What follows belongs to an exercise in optimizing a design on an open flow for small area; a production flow would make more cautious choices. In this exercise RTL edits were held to simulation tests only and were not proved equivalent to the original. No activity file was given, so power comes from the tool's default toggle rates. No driver is modelled on the clock port, so clocking that relies on it looks cheaper here than on a real chip.

the baseline:
## gbp_tef
module gbp_tef (
    input  wire        clk,
    input  wire        rst,
    input  wire        cmd_valid,
    input  wire [31:0] cmd_word,
    output wire        cmd_ready,
    output wire        rd_valid,
    output reg  [15:0] rd_data,
    output wire        tx_valid,
    output reg  [7:0]  tx_data,
    input  wire        rx_valid,
    input  wire        rx_fail,
    input  wire [7:0]  rx_data
);
clock: 15.0 ns
lec_check: 0
cap_margin: 20
core_margin: 2
core_utilization: 55
place_density: 0.75
slew_margin: 20
standard.sh (not shown) runs the stock make flow with config.mk's settings and CLKGATE_MAP_FILE= SYNTH_SCRIPT=/design/flow/synth_recipe.tcl, a recipe that flattens the netlist after the stock synthesis.
==> flow/flow/run.sh <==
#!/bin/bash
# Layout flow: the standard ORFS flow with three changes.
#  1. After the standard synthesis, the combinational logic is mapped again by ABC
#     with an area-oriented script (flow/area.abc, with a time-limited deep resynthesis); every flip-flop instance of the
#     standard synthesis is kept as it is (same name, same cell).
#  2. The clock tree is built without dummy loads and with small sink clusters (at
#     most 32 flip-flops within 130 um per leaf buffer).
#  3. The port buffers use the smallest buffer cell.
# Each tool's output goes to a log file of its own in this folder.
set -euo pipefail
here=$(pwd)
export CTS_ARGS="-sink_clustering_enable -repair_clock_nets -dont_use_dummy_load -sink_clustering_size 32 -sink_clustering_max_diameter 130"
export BUFFER_PORTS_ARGS="-buffer_cell sky130_fd_sc_hd__buf_1"
res=$here/orfs/results/sky130hd/gbp_tef/base
lib=$FLOW_HOME/platforms/sky130hd/lib/sky130_fd_sc_hd__tt_025C_1v80.lib
yosys_bin=$(command -v yosys || echo "$FLOW_HOME/../tools/install/yosys/bin/yosys")

bash standard.sh synth > orfs_synth.log 2>&1

# The platform's dont-use cells, from its config.mk
dont_use=$(sed -n '/^export DONT_USE_CELLS/,/^#/p' "$FLOW_HOME/platforms/sky130hd/config.mk" \
  | grep -o 'sky130_fd_sc_hd__[a-z0-9_]*' | sed 's/^/-dont_use /' | tr '\n' ' ')
seq_cells=$(grep -oE '^\s*sky130_fd_sc_hd__[a-z0-9_]+' "$res/1_2_yosys.v" | sort -u \
  | grep -E '__(e?s?df|dl|sdf|conb)' | tr '\n' ' ')
cp "$res/1_2_yosys.v" "$here/standard_1_2_yosys.v"
cat > "$here/resynth.ys" <<EOS
read_liberty -ignore_miss_func $lib
read_verilog $here/standard_1_2_yosys.v
hierarchy -top gbp_tef
setattr -mod -set keep_hierarchy 1 $seq_cells
flatten
opt_clean
abc -liberty $lib -script $here/flow/area.abc $dont_use gbp_tef
opt_clean -purge
splitnets
hilomap -singleton -hicell sky130_fd_sc_hd__conb_1 HI -locell sky130_fd_sc_hd__conb_1 LO
insbuf -buf sky130_fd_sc_hd__buf_4 A X
opt_clean -purge
rename -hide w:*.*
select gbp_tef
tee -o $here/resynth_stat.txt stat -liberty $lib
write_verilog -noattr -noexpr -nohex -nodec -selected $here/resynth_1_2_yosys.v
EOS
"$yosys_bin" -s "$here/resynth.ys" > resynth.log 2>&1
# the flip-flops must be exactly those of the standard synthesis
diff <(grep -oE '^\s*sky130_fd_sc_hd__[a-z0-9_]+ \S+' "$here/standard_1_2_yosys.v" | grep -E "$(echo $seq_cells | tr ' ' '|')" | sort) \
     <(grep -oE '^\s*sky130_fd_sc_hd__[a-z0-9_]+ \S+' "$here/resynth_1_2_yosys.v" | grep -E "$(echo $seq_cells | tr ' ' '|')" | sort) > resynth_regs.diff
cp "$here/resynth_1_2_yosys.v" "$res/1_2_yosys.v"
touch "$res/1_2_yosys.v"

bash standard.sh finish > orfs_flow.log 2>&1
==> flow/flow/area.abc <==
strash
&get -n
&deepsyn -T 150 -S 1
&put
dch
amap
strash
dch
amap
topo
The baseline finished every stage and its layout cleared the timing, DRC and antenna checks.
Input-level comparison between the candidate and the baseline:
diff --git a/flow/flow/run.sh b/flow/flow/run.sh
--- a/flow/flow/run.sh
+++ b/flow/flow/run.sh
@@ -5,10 +5,10 @@
 #     standard synthesis is kept as it is (same name, same cell).
 #  2. The clock tree is built without dummy loads and with small sink clusters (at
-#     most 32 flip-flops within 130 um per leaf buffer).
+#     most 33 flip-flops within 140 um per leaf buffer).
 #  3. The port buffers use the smallest buffer cell.
 # Each tool's output goes to a log file of its own in this folder.
 set -euo pipefail
 here=$(pwd)
-export CTS_ARGS="-sink_clustering_enable -repair_clock_nets -dont_use_dummy_load -sink_clustering_size 32 -sink_clustering_max_diameter 130"
+export CTS_ARGS="-sink_clustering_enable -repair_clock_nets -dont_use_dummy_load -sink_clustering_size 33 -sink_clustering_max_diameter 140"
 export BUFFER_PORTS_ARGS="-buffer_cell sky130_fd_sc_hd__buf_1"
 res=$here/orfs/results/sky130hd/gbp_tef/base
==> flow/flow/area.abc <==
strash
&get -n
&deepsyn -T 150 -S 1
&put
dch
amap -F 4 -A 10
strash
dch
amap -F 4 -A 10
topo
Findings:
Compared with the baseline, tap cell instance count in the candidate decreased slightly. Against the baseline, total power of the final layout in the candidate came out better. As far as die area is concerned, the candidate and the baseline perform about the same.

[what the ideal ports hide]
Ports are ideal in the flow. The routed layouts listed here were re-timed in OpenROAD.
Step 1 (the two cells are an assumption about what drives the block):
set clk [get_ports {clk}]
set_driving_cell -lib_cell sky130_fd_sc_hd__clkbuf_16 $clk
set_driving_cell -lib_cell sky130_fd_sc_hd__buf_2 [delete_from_list [all_inputs] $clk]
Step 2 adds t to the input delays and takes it off the output delays; t is the mean of the earliest and latest rising clock arrival at the registers after step 1. Input paths then give back, and output paths get back, about the clock's delay inside the block.
Three values: ideal, step 1, step 2; two values: the first two.
run	t (ns)	setup WS [ns]	latest minus earliest clock arrival (ns)	worst register clock-pin slew, ns
the baseline	0.889	6.948 / 6.871 / 7.754	0.092 / 0.093	0.12 / 0.12
the candidate	0.875	7.491 / 7.413 / 7.084	0.103 / 0.103	0.12 / 0.12
After both steps setup and hold are still met in every run listed. For the candidate, which loses most, drivers alone change the setup slack by -0.078 ns; drivers and shift together by -0.407 ns.
